This design comes from an exercise in tuning for small area, a short achievable clock period and few clock cycles on the open sky130 flow, not from production work. The RTL was checked by simulation tests, not by an equivalence proof against the original design. Power is estimated from default activity; no workload was simulated.

==> design/flow/constraint.sdc <==
create_clock -name core_clock -period 10.0 [get_ports {clk}]
set_input_delay 2.0000 -clock core_clock [delete_from_list [all_inputs] [get_ports {clk}]]
set_output_delay 2.0000 -clock core_clock [all_outputs]
set_load 0.01 [all_outputs]
==> design/flow/config.mk <==
export PLATFORM = sky130hd
export DESIGN_NAME = cache_engine
export DESIGN_NICKNAME = cache_engine
export VERILOG_FILES = /design/flow/design.v
export SDC_FILE = /design/flow/constraint.sdc
export NUM_CORES = 4
export LEC_CHECK = 0
export CAP_MARGIN = 20
export CORE_MARGIN = 2
export CORE_UTILIZATION = 40
export SLEW_MARGIN = 20
==> design/flow/design.v <==
module cache_array #(
    parameter IDXW = 2,                  
    parameter TAGW = 13 - IDXW           
) (
    input  wire            clk,
    input  wire            rst,
    input  wire [IDXW-1:0] set,
    input  wire [TAGW-1:0] tag,
    output wire            hit,
    output wire            hit_way,
    output wire            hit_m,
    output wire [63:0]     hit_data,
    output wire            vic_way,
    output wire            vic_m,
    output wire [TAGW-1:0] vic_tag,
    output wire [63:0]     vic_data,
    input  wire            cmd_way,
    input  wire            cmd_st_we,    
    input  wire [1:0]      cmd_st,
    input  wire            cmd_dat_we,   
    input  wire            cmd_mru_we,   
    input  wire [63:0]     cmd_data
);
    localparam SETS = 1 << IDXW;
    localparam ST_I = 2'd0, ST_M = 2'd2;
    reg [1:0]      st0_q  [0:SETS-1];
    reg [1:0]      st1_q  [0:SETS-1];
    reg [TAGW-1:0] tag0_q [0:SETS-1];
    reg [TAGW-1:0] tag1_q [0:SETS-1];
    reg [63:0]     dat0_q [0:SETS-1];
    reg [63:0]     dat1_q [0:SETS-1];
    reg            mru_q  [0:SETS-1];
    wire [1:0]      s0 = st0_q[set];
    wire [1:0]      s1 = st1_q[set];
    wire [TAGW-1:0] t0 = tag0_q[set];
    wire [TAGW-1:0] t1 = tag1_q[set];
    wire [63:0]     d0 = dat0_q[set];
    wire [63:0]     d1 = dat1_q[set];
    wire v0 = s0 != ST_I;
    wire v1 = s1 != ST_I;
    wire h1 = v1 && t1 == tag;
    wire h0 = v0 && t0 == tag;
    assign hit      = h0 | h1;
    assign hit_way  = h1;
    assign hit_m    = h1 ? s1[1] : s0[1];
    assign hit_data = h1 ? d1 : d0;
    assign vic_way  = !v0 ? 1'b0 : !v1 ? 1'b1 : !mru_q[set];
    assign vic_m    = vic_way ? s1[1] : s0[1];
    assign vic_tag  = vic_way ? t1 : t0;
    assign vic_data = vic_way ? d1 : d0;
    integer i;
    always @(posedge clk) begin
        if (rst) begin
            for (i = 0; i < SETS; i = i + 1) begin
                st0_q[i] <= ST_I;
                st1_q[i] <= ST_I;
            end
        end else if (cmd_st_we) begin
            if (cmd_way) st1_q[set] <= cmd_st;
            else         st0_q[set] <= cmd_st;
        end
        if (cmd_dat_we) begin
            if (cmd_way) begin
                tag1_q[set] <= tag;
                dat1_q[set] <= cmd_data;
            end else begin
                tag0_q[set] <= tag;
                dat0_q[set] <= cmd_data;
            end
        end
        if (cmd_mru_we)
            mru_q[set] <= cmd_way;
    end
endmodule
module cache_engine (
    input  wire        clk,
    input  wire        rst,
    input  wire        req_valid,
    output wire        req_ready,
    input  wire [31:0] req_word,
    input  wire [15:0] req_addr,
    input  wire [63:0] req_data,     
    output reg         resp_valid,
    output reg         resp_fault,
    output reg  [63:0] resp_data,    
    output reg         mem_req,
    output reg         mem_we,
    output reg  [12:0] mem_addr,
    output reg  [63:0] mem_wdata,
    input  wire        mem_ack,
    input  wire [63:0] mem_rdata,
    output reg         dev_we,
    output reg  [15:0] dev_addr,
    output reg  [7:0]  dev_data,
    output reg         fault_valid,
    output reg  [3:0]  fault_code,
    output reg  [3:0]  fault_cache,
    output reg  [1:0]  fault_level,
    output reg  [15:0] fault_addr
);
    localparam OP_GET = 2'd0, OP_PUT = 2'd1, OP_RDLINE = 2'd2, OP_WRLINE = 2'd3;
    localparam ST_I = 2'd0, ST_S = 2'd1, ST_M = 2'd2;
    localparam FC_WRITE_MISS = 4'd2, FC_ILLEGAL = 4'd5;
    wire [1:0] r_op     = req_word[1:0];
    wire [1:0] r_sz     = req_word[5:4];
    wire [3:0] r_cid    = req_word[9:6];
    wire       r_cidbad = r_cid > 4'd2;
    wire       r_ill    = (req_word[31:10] != 22'd0) || (req_word[3:2] != 2'd0) ||
                          (r_op[1] && r_sz != 2'd0) || r_cidbad;
    reg req_ready_q;
    assign req_ready = req_ready_q;
    wire accept = req_valid && req_ready_q;
    reg        b_valid;
    reg [1:0]  b_op, b_sz, b_k;
    reg        b_ill, b_cidbad;
    reg [15:0] b_addr;
    reg [63:0] b_data;
    reg        e_valid;
    reg [1:0]  e_op, e_sz, e_k;
    reg        e_ill, e_cidbad;
    reg [15:0] e_addr;
    reg [63:0] e_data;
    reg [12:0] e_line;       
    reg        e_second;     
    reg [2:0]  e_dj;         
    reg        e_act;        
    reg [1:0]  e_slot;       
    reg [63:0] lb;           
    wire [2:0] off = e_addr[2:0];
    wire [3:0] nm1 = (4'd1 << e_sz) - 4'd1;
    wire [3:0] last_p = {1'b0, off} + nm1;      
    wire       two_lines  = last_p[3];
    wire       is_wr  = e_op == OP_PUT || e_op == OP_WRLINE;
    wire       cl_dev = e_line[12:1] == 12'hF00 && e_op == OP_PUT;
    wire [2:0]  hit, hway, hm, vway, vm;
    wire [63:0] hdata [0:2];
    wire [63:0] vdata [0:2];
    wire [12:0] vline [0:2];
    wire [10:0] vtag0, vtag1;
    wire [9:0]  vtag2;
    reg  [2:0]  c_way, c_st_we, c_dat_we, c_mru_we;
    reg  [1:0]  c_st [0:2];
    wire [63:0] c_data;
    assign vline[0] = {vtag0, e_line[1:0]};
    assign vline[1] = {vtag1, e_line[1:0]};
    assign vline[2] = {vtag2, e_line[2:0]};
    cache_array #(.IDXW(2)) u_l1i (
        .clk(clk), .rst(rst), .set(e_line[1:0]), .tag(e_line[12:2]),
        .hit(hit[0]), .hit_way(hway[0]), .hit_m(hm[0]), .hit_data(hdata[0]),
        .vic_way(vway[0]), .vic_m(vm[0]), .vic_tag(vtag0), .vic_data(vdata[0]),
        .cmd_way(c_way[0]), .cmd_st_we(c_st_we[0]), .cmd_st(c_st[0]),
        .cmd_dat_we(c_dat_we[0]), .cmd_mru_we(c_mru_we[0]), .cmd_data(c_data));
    cache_array #(.IDXW(2)) u_l1d (
        .clk(clk), .rst(rst), .set(e_line[1:0]), .tag(e_line[12:2]),
        .hit(hit[1]), .hit_way(hway[1]), .hit_m(hm[1]), .hit_data(hdata[1]),
        .vic_way(vway[1]), .vic_m(vm[1]), .vic_tag(vtag1), .vic_data(vdata[1]),
        .cmd_way(c_way[1]), .cmd_st_we(c_st_we[1]), .cmd_st(c_st[1]),
        .cmd_dat_we(c_dat_we[1]), .cmd_mru_we(c_mru_we[1]), .cmd_data(c_data));
    cache_array #(.IDXW(3)) u_l2 (
        .clk(clk), .rst(rst), .set(e_line[2:0]), .tag(e_line[12:3]),
        .hit(hit[2]), .hit_way(hway[2]), .hit_m(hm[2]), .hit_data(hdata[2]),
        .vic_way(vway[2]), .vic_m(vm[2]), .vic_tag(vtag2), .vic_data(vdata[2]),
        .cmd_way(c_way[2]), .cmd_st_we(c_st_we[2]), .cmd_st(c_st[2]),
        .cmd_dat_we(c_dat_we[2]), .cmd_mru_we(c_mru_we[2]), .cmd_data(c_data));
    wire [2:0] kdec = (e_k == 2'd0) ? 3'b001 : (e_k == 2'd1) ? 3'b010 : 3'b100;
    wire       hk   = |(hit & kdec);
    wire       vkm  = |(vm & kdec);
    wire [2:0] oth  = hit & ~kdec;
    wire [2:0] sdec = oth[0] ? 3'b001 : oth[1] ? 3'b010 : oth[2] ? 3'b100 : 3'b000;
    wire       sib_found = |oth;
    wire       sm   = |(hm & sdec);
    wire is_sib  = !hk && sib_found;
    wire is_miss = !hk && !sib_found;
    wire [63:0] k_hdata = kdec[0] ? hdata[0] : kdec[1] ? hdata[1] : hdata[2];
    wire [63:0] s_data  = sdec[0] ? hdata[0] : sdec[1] ? hdata[1] : hdata[2];
    wire [63:0] k_vdata = kdec[0] ? vdata[0] : kdec[1] ? vdata[1] : vdata[2];
    wire [12:0] k_vline = kdec[0] ? vline[0] : kdec[1] ? vline[1] : vline[2];
    wire [2:0] en = {!hk && vkm, is_miss && !kdec[2] && vm[2], is_miss || (is_sib && sm)};
    wire [2:0] allowed = !e_act         ? 3'b111 :
                         e_slot == 2'd0 ? 3'b110 :
                         e_slot == 2'd1 ? 3'b100 : 3'b000;
    wire [2:0] cand  = en & allowed;
    wire       nany  = |cand;
    wire [1:0] nslot = cand[0] ? 2'd0 : cand[1] ? 2'd1 : 2'd2;
    wire       step  = !e_act || mem_ack;
    wire [3:0] dev_p    = {1'b0, off} + {1'b0, e_dj};
    wire       dev_last = ({1'b0, e_dj} == nm1) || (!e_second && dev_p[2:0] == 3'd7);
    wire run      = e_valid && !e_ill;
    wire f_ill    = e_valid && e_ill;
    wire f_wmiss  = run && e_op == OP_WRLINE && !hk;
    wire e_fault  = f_ill || f_wmiss;
    wire wr_done  = run && e_op == OP_WRLINE && hk;
    wire dev_op   = run && cl_dev;
    wire norm_op  = run && !cl_dev && e_op != OP_WRLINE;
    wire norm_done = norm_op && step && (hk || !nany);
    wire xfer_start = norm_op && step && !hk && nany;
    wire line_done = norm_done || (dev_op && dev_last);
    wire advance  = line_done && two_lines && !e_second;
    wire e_final  = (line_done && !advance) || wr_done;
    wire e_fin    = e_fault || e_final;
    wire e_free   = !e_valid || e_fin;
    wire [63:0] line_src = hk ? k_hdata :
                           is_sib ? s_data :
                           (e_act && e_slot == 2'd0) ? mem_rdata : lb;
    reg [63:0] put_rot, put_mask, get_rot, get_mask;
    integer b;
    always @(*) begin
        for (b = 0; b < 8; b = b + 1) begin
            put_rot[8*b +: 8] = e_data[8*((b - off) & 7) +: 8];
            put_mask[8*b +: 8] = (({e_second, 3'd0} + b) >= {1'b0, off} &&
                                  ({e_second, 3'd0} + b - {1'b0, off}) <= nm1) ? 8'hFF : 8'h00;
            get_rot[8*b +: 8] = line_src[8*((b + off) & 7) +: 8];
            get_mask[8*b +: 8] = (b <= nm1 && ((({1'b0, off} + b) >= 8) == e_second)) ? 8'hFF : 8'h00;
        end
    end
    wire [63:0] merged = (put_rot & put_mask) | (line_src & ~put_mask);
    assign c_data = (e_op == OP_WRLINE) ? e_data :
                    (e_op == OP_PUT)    ? merged : line_src;
    wire upd = norm_done || wr_done;
    integer c;
    always @(*) begin
        for (c = 0; c < 3; c = c + 1) begin
            c_way[c] = 1'b0; c_st_we[c] = 1'b0; c_st[c] = ST_I;
            c_dat_we[c] = 1'b0; c_mru_we[c] = 1'b0;
            if (upd) begin
                if (kdec[c]) begin
                    c_mru_we[c] = 1'b1;
                    if (hk) begin
                        c_way[c]    = hway[c];
                        c_st_we[c]  = is_wr;
                        c_st[c]     = ST_M;
                        c_dat_we[c] = is_wr;
                    end else begin
                        c_way[c]    = vway[c];
                        c_st_we[c]  = 1'b1;
                        c_st[c]     = is_wr ? ST_M : ST_S;
                        c_dat_we[c] = 1'b1;
                    end
                end else if (is_wr && hit[c]) begin
                    c_way[c]   = hway[c];
                    c_st_we[c] = 1'b1;
                    c_st[c]    = ST_I;
                end else if (!is_wr && is_sib && sdec[c] && sm) begin
                    c_way[c]   = hway[c];
                    c_st_we[c] = 1'b1;
                    c_st[c]    = ST_S;
                end else if (is_miss && c == 2) begin
                    c_way[c]    = vway[c];
                    c_st_we[c]  = 1'b1;
                    c_st[c]     = is_wr ? ST_I : ST_S;
                    c_dat_we[c] = 1'b1;
                    c_mru_we[c] = 1'b1;
                end
            end
        end
    end
    always @(posedge clk) begin
        resp_valid <= 1'b0;
        dev_we     <= 1'b0;
        if (rst) begin
            req_ready_q <= 1'b1;
            b_valid     <= 1'b0;
            e_valid     <= 1'b0;
            e_act       <= 1'b0;
            mem_req     <= 1'b0;
            fault_valid <= 1'b0;
            fault_code  <= 4'd0;
            fault_cache <= 4'hF;
            fault_level <= 2'd0;
            fault_addr  <= 16'd0;
        end else begin
            if (dev_op) begin
                dev_we   <= 1'b1;
                dev_addr <= e_addr + {13'd0, e_dj};
                dev_data <= e_data[8*e_dj +: 8];
                e_dj     <= e_dj + 3'd1;
            end
            if (xfer_start) begin
                e_act     <= 1'b1;
                e_slot    <= nslot;
                mem_req   <= 1'b1;
                mem_we    <= !(nslot == 2'd0 && is_miss);
                mem_addr  <= (nslot == 2'd0) ? e_line :
                             (nslot == 2'd1) ? vline[2] : k_vline;
                mem_wdata <= (nslot == 2'd0) ? s_data :
                             (nslot == 2'd1) ? vdata[2] : k_vdata;
            end
            if (e_act && e_slot == 2'd0 && mem_ack)
                lb <= mem_rdata;
            if (norm_done) begin
                e_act   <= 1'b0;
                mem_req <= 1'b0;
            end
            if (line_done && (e_op == OP_GET)) begin
                resp_data <= (e_second ? resp_data : 64'd0) | (get_rot & get_mask);
            end
            if (advance) begin
                e_line   <= e_line + 13'd1;
                e_second <= 1'b1;
                e_dj     <= 3'd0 - off;
            end
            if (e_final) begin
                resp_valid <= 1'b1;
                resp_fault <= 1'b0;
                if (e_op == OP_RDLINE)
                    resp_data <= line_src;
                else if (e_op != OP_GET)
                    resp_data <= 64'd0;
            end
            if (e_fault) begin
                resp_valid  <= 1'b1;
                resp_fault  <= 1'b1;
                fault_valid <= 1'b1;
                fault_addr  <= e_addr;
                if (f_ill) begin
                    fault_code  <= FC_ILLEGAL;
                    fault_cache <= e_cidbad ? 4'hF : {2'd0, e_k};
                    fault_level <= e_cidbad ? 2'd0 : (e_k == 2'd2) ? 2'd2 : 2'd1;
                end else begin
                    fault_code  <= FC_WRITE_MISS;
                    fault_cache <= {2'd0, e_k};
                    fault_level <= (e_k == 2'd2) ? 2'd2 : 2'd1;
                end
            end
            if (e_fault || fault_valid) begin
                e_valid     <= 1'b0;
                b_valid     <= 1'b0;
                req_ready_q <= 1'b0;
            end else begin
                if (e_free) begin
                    if (b_valid) begin
                        e_valid  <= 1'b1;
                        e_op     <= b_op;
                        e_sz     <= b_sz;
                        e_k      <= b_k;
                        e_ill    <= b_ill;
                        e_cidbad <= b_cidbad;
                        e_addr   <= b_addr;
                        e_data   <= b_data;
                        e_line   <= b_addr[15:3];
                    end else if (accept) begin
                        e_valid  <= 1'b1;
                        e_op     <= r_op;
                        e_sz     <= r_sz;
                        e_k      <= r_cid[1:0];
                        e_ill    <= r_ill;
                        e_cidbad <= r_cidbad;
                        e_addr   <= req_addr;
                        e_data   <= req_data;
                        e_line   <= req_addr[15:3];
                    end else begin
                        e_valid  <= 1'b0;
                    end
                    e_second <= 1'b0;
                    e_dj     <= 3'd0;
                    e_act    <= 1'b0;
                    b_valid  <= 1'b0;
                end else if (accept) begin
                    b_valid  <= 1'b1;
                    b_op     <= r_op;
                    b_sz     <= r_sz;
                    b_k      <= r_cid[1:0];
                    b_ill    <= r_ill;
                    b_cidbad <= r_cidbad;
                    b_addr   <= req_addr;
                    b_data   <= req_data;
                end
                req_ready_q <= e_free || !(b_valid || accept);
            end
        end
    end
endmodule
==> design/flow/run.sh <==
#!/bin/bash
# synth_recipe.tcl (not shown) runs the flow's synth.tcl, then flattens the netlist and writes it again
# the make line also repeats each setting of config.mk as NAME=value (left out here)
make -C /OpenROAD-flow-scripts/flow DESIGN_CONFIG=/design/flow/config.mk WORK_HOME=/design/flow/orfs CLKGATE_MAP_FILE= SYNTH_SCRIPT=/design/flow/synth_recipe.tcl finish
==> key figures <==
Die
  • Die W: just under 600 um
  • Num rows: 210
  • IO Pins: approximately 380
  • Core area: around 330000 um2
  • Starting Density: 0.4020
  • Chip height: slightly below 600 um
  • Full die area: about 330000 um2

Pwr
  • Clock power share: 0.381
  • Switching power: a little over 8000 uW
  • P_leak: a little under 0.05 uW
  • PnR Total Power: approximately 30000 uW
  • Sw Share: 0.2724
  • Max VDD drop: 154.7 uV
  • Combinational power share: 0.161
  • Flop pwr share: 0.458
  • Cell internal pwr: approximately 22000 uW
  • Pwr dens: 197.1 nW/um2

Global route
  • First-pass GRT wire length: roughly 670000 um
  • Largest net degree at the start of global routing: ~130
  • GR peak layer: met2
  • Grt ovf: 0
  • GR met2 Demand/Resource: 0.4445
  • M1 GR Usage: 0.3730
  • Initial antenna violation count: 43
  • Grt met3 use: 0.06664
  • Gr usage total: 0.2863
  • Vias in the first global route: 81900

Worst hold path
  • Hold WC Path Type: reg -> reg

Timing
  • Worst setup margin: 2.260 ns
  • Actual slew at the worst max-slew pin: 1.313 ns
  • RSZ-0062 raised after global routing: false
  • Crit path time final: ~7.7 ns
  • Period utilization: 0.7740
  • Hold Slack: between 0.4 and 0.5 ns
  • Highest clock rate: roughly 130 MHz
  • Final-report setup violation count: 0
  • Clock Skew: roughly 0.1 ns
  • Final number of max-transition violations: 0
  • Setup TNS: 0 ns
  • Rel. slew slack: 0.1247
  • Final Hold Vio Count: 0

Setup path
  • Crit path max fanout: 47
  • CP delay by family, top: simple AND/OR/NAND/NOR gates
  • Crit path buf inv count: 6
  • Worst-path cell chain: buf_4 > mux4_2 > or2_1 > and4_1 > nand3_2 > buf_4 > o41ai_4 > buf_4 > nor3_2 > a311oi_1 > o21ai_1 > buf_4 > nand2_1 > nand2_1 > inv_2 > or4_1 > nor2_4 > buf_12
  • WP data arrival: roughly 8.3 ns
  • Max stage delay on crit path: 1.02 ns
  • Critical Path End Type: flip-flop
  • Crit-path slowest cell: nor2_4
  • Worst Path Required: 10.56 ns
  • CP dominant cell by count: buf_4
  • Critical path class: reg -> reg
  • Worst Setup Start Kind: flip-flop

Flow run
  • MaxCap Viol Count: 0

Clock tree
  • Postcts setup bufs: 0
  • TritonCTS Buffers: ~310
  • Root buffer cell: clkbuf_16
  • Max clock buf depth: 4
  • Clk slew on worst S/H paths: 0.06 ns
  • PostCTS Resize Cnt: 0
  • Skew-Pair Late Insertion Delay: ~0.96 ns
  • Hold Buf Count CTS: 0
  • Clock sink total: 2924
  • CTS tree: done
  • H-tree lvl count: 5

Yosys
  • Synthesized Nets: between 8000 and 9000
  • Avg Cell Area, Syn: roughly 16 um2
  • Synth Warn #: 5
  • Async set or reset register ratio after synthesis: 0
  • Post-synth EDFFs: between 2000 and 3000
  • Sequential-to-total area share from yosys stat: 0.6645
  • Yosys reg bits: 2924
  • Yosys top cell by area: edfxtp_1
  • Synth top area share: 0.6593
  • Mapped cell area: between 100000 and 150000 um2
  • Top post-synthesis cells by area: edfxtp_1, mux4_2, nand2_1
  • Top FF cell, synth: edfxtp_1
  • Post-synth cell types: 110
  • Post-Syn Instances: 8222

Finish
  • Finished Layout Cells: 13270
  • Final nets: ~8900
  • Layout area overhead: 16.04%
  • Fillers: between 20000 and 30000
  • Most frequent cells in the layout: edfxtp_1, nand2_1, mux4_2, clkdlybuf4s50_1, nor2_1
  • Fraction of layout cells with a size suffix above 1: 0.2267
  • Commonest non-fill, non-tap cell in the layout: edfxtp_1

Place
  • Final Wtd Congestion: a little under 1
  • Port Buf Inserts: 376
  • Dpl cells: approximately 13000
  • DPL Wire Length: about 330000 um
  • Setup Slack @ Placement: approximately 2.4 ns

Status
  • Status: no timing/DRC/antenna violations

Detailed routing
  • ANT nets after route: 0
  • Vias per cell: 6.413
  • Initial drt markers: 12800
  • Drt pass-1 iters: 8
  • DR vias: around 85000
  • Drt total wl: approximately 490000 um
  • # DRC: 0
  • Per-cell routed wire length: ~37 um
==> power by group through the flow <==
stage	clock (uW)	sequential [uW]	combinational (uW)
2_1_floorplan	0	14000	2900
3_3_place_gp	0	14000	4730
3_5_place_dp	0	14000	4760
4_1_cts	11600	13800	4780
5_1_grt	12000	13800	5030
6_report	11500	13800	4860
==> worst reg2reg max path, cell delays in order, from the launching register on <==
cell	delay (ns)
dfxtp_4	0.66
buf_4	0.74
mux4_2	0.67
or2_1	0.33
and4_1	0.25
nand3_2	0.09
buf_4	0.54
o41ai_4	0.19
buf_4	0.27
nor3_2	0.33
a311oi_1	0.17
o21ai_1	0.11
buf_4	0.23
nand2_1	0.25
nand2_1	0.19
inv_2	0.10
or4_1	0.88
nor2_4	1.02
buf_12	0.34
==> cells by family after synthesis <==
logic type | after synthesis | share of synthesized area
flip-flops | 2924 | 0.6645
AND/OR/NAND/NOR | 1868 | 0.06249
AO/OA/AOI/OAI | 1361 | 0.06982
multiplexers | 1304 | 0.1710
buffers and inverters | 632 | 0.02217
XOR/XNOR | 90 | 0.005989
adder cells (fa/ha/maj) | 42 | 0.004049
other | 1 | 0.00002849
==> cells in the mapped netlist (41+ instances only) <==
library cell,instances
mux4_2,724
mux2i_1,277
and3_1,120
nor2_1,398
clkbuf_1,329
nand2_1,927
o21ai_0,241
nor3_1,89
buf_1,66
a211oi_1,146
nand3_1,114
ha_1,41
buf_4,60
xnor2_1,71
mux2_2,301
buf_2,87
a22oi_1,84
a21oi_1,261
nand4_1,49
edfxtp_1,2890
a31oi_1,140
o211ai_1,62
inv_1,53
==> path summary, 6_finish.rpt <==
kind,startpoint,to,slack [ns],cells past startpoint
max,flip-flop,u_l2.dat0_q[1][36],2.26,18
min,fault_addr[10],fault_addr[10],0.45,2
max reg2reg,flip-flop,u_l2.dat0_q[1][36],2.26,18
min reg2reg,fault_addr[10],fault_addr[10],0.45,2
==> sequential cells by signal, summed over array words and instances (netlist names), 44 cells and up, named ones only <==
signal	cells
b_data	64
e_data	64
lb	64
mem_wdata	64
resp_data	64
u_l1d.dat0_q	256
u_l1d.dat1_q	256
u_l1d.tag0_q	44
u_l1d.tag1_q	44
u_l1i.dat0_q	256
u_l1i.dat1_q	256
u_l1i.tag0_q	44
u_l1i.tag1_q	44
u_l2.dat0_q	512
u_l2.dat1_q	512
u_l2.tag0_q	80
u_l2.tag1_q	80
==> through the flow <==
stage,util,area [um2]
after CTS,0.4654,152400
after detailed placement,0.4351,142400
after floorplan,-,131600
after global routing,0.4664,152700
final,0.4665,152700
after global placement,0.4347,142300
==> layout make-up <==
cell class | count | area [um2] | share of cell area
clock buffers | 373 | 8164 | 0.05345
diodes | 30 | 75.07 | 0.0004915
multi-input cells | 4666 | 42510 | 0.2783
well taps | 4346 | 5438 | 0.03560
inverters | 62 | 237.7 | 0.001556
repair buffers | 688 | 7068 | 0.04628
flip-flops and latches | 2924 | 87480 | 0.5727
clock inverters | 179 | 1762 | 0.01153
==> routing by layer <==
metal,vias up,part of all wire
met3,1163,0.11
met1,44210,0.37
met4,14,0.065
met2,5772,0.46
met5,-,0.00038
li1,33930,-
Testbench counts, summed over its fixed seeds: cycles 7,198.

[static timing again, ports no longer ideal]
Ports are ideal in the flow. The routed layout listed here was re-timed in OpenROAD. Step 1 (the two cells are an assumption about what drives the block):
set clk [get_ports {clk}]
set_driving_cell -lib_cell sky130_fd_sc_hd__clkbuf_16 $clk
set_driving_cell -lib_cell sky130_fd_sc_hd__buf_2 [delete_from_list [all_inputs] $clk]
Step 2 also shifts input and output timing later by t, the mid clock arrival at the registers, as if the neighbouring blocks saw the same clock. Three values: ideal ports, drivers, drivers and shift; two values: the first two.
t (ns): 1.014
setup WS [ns]: 2.260 / 2.260 / 2.260
hold WS [ns]: 0.454 / 0.454 / 0.454
worst setup path at the end: register to register
cell pins on the clock port's net: 1
After both steps this run still meets setup and hold. The setup slack of this run moves by 0.000 ns with the drivers and by 0.000 ns with both steps.
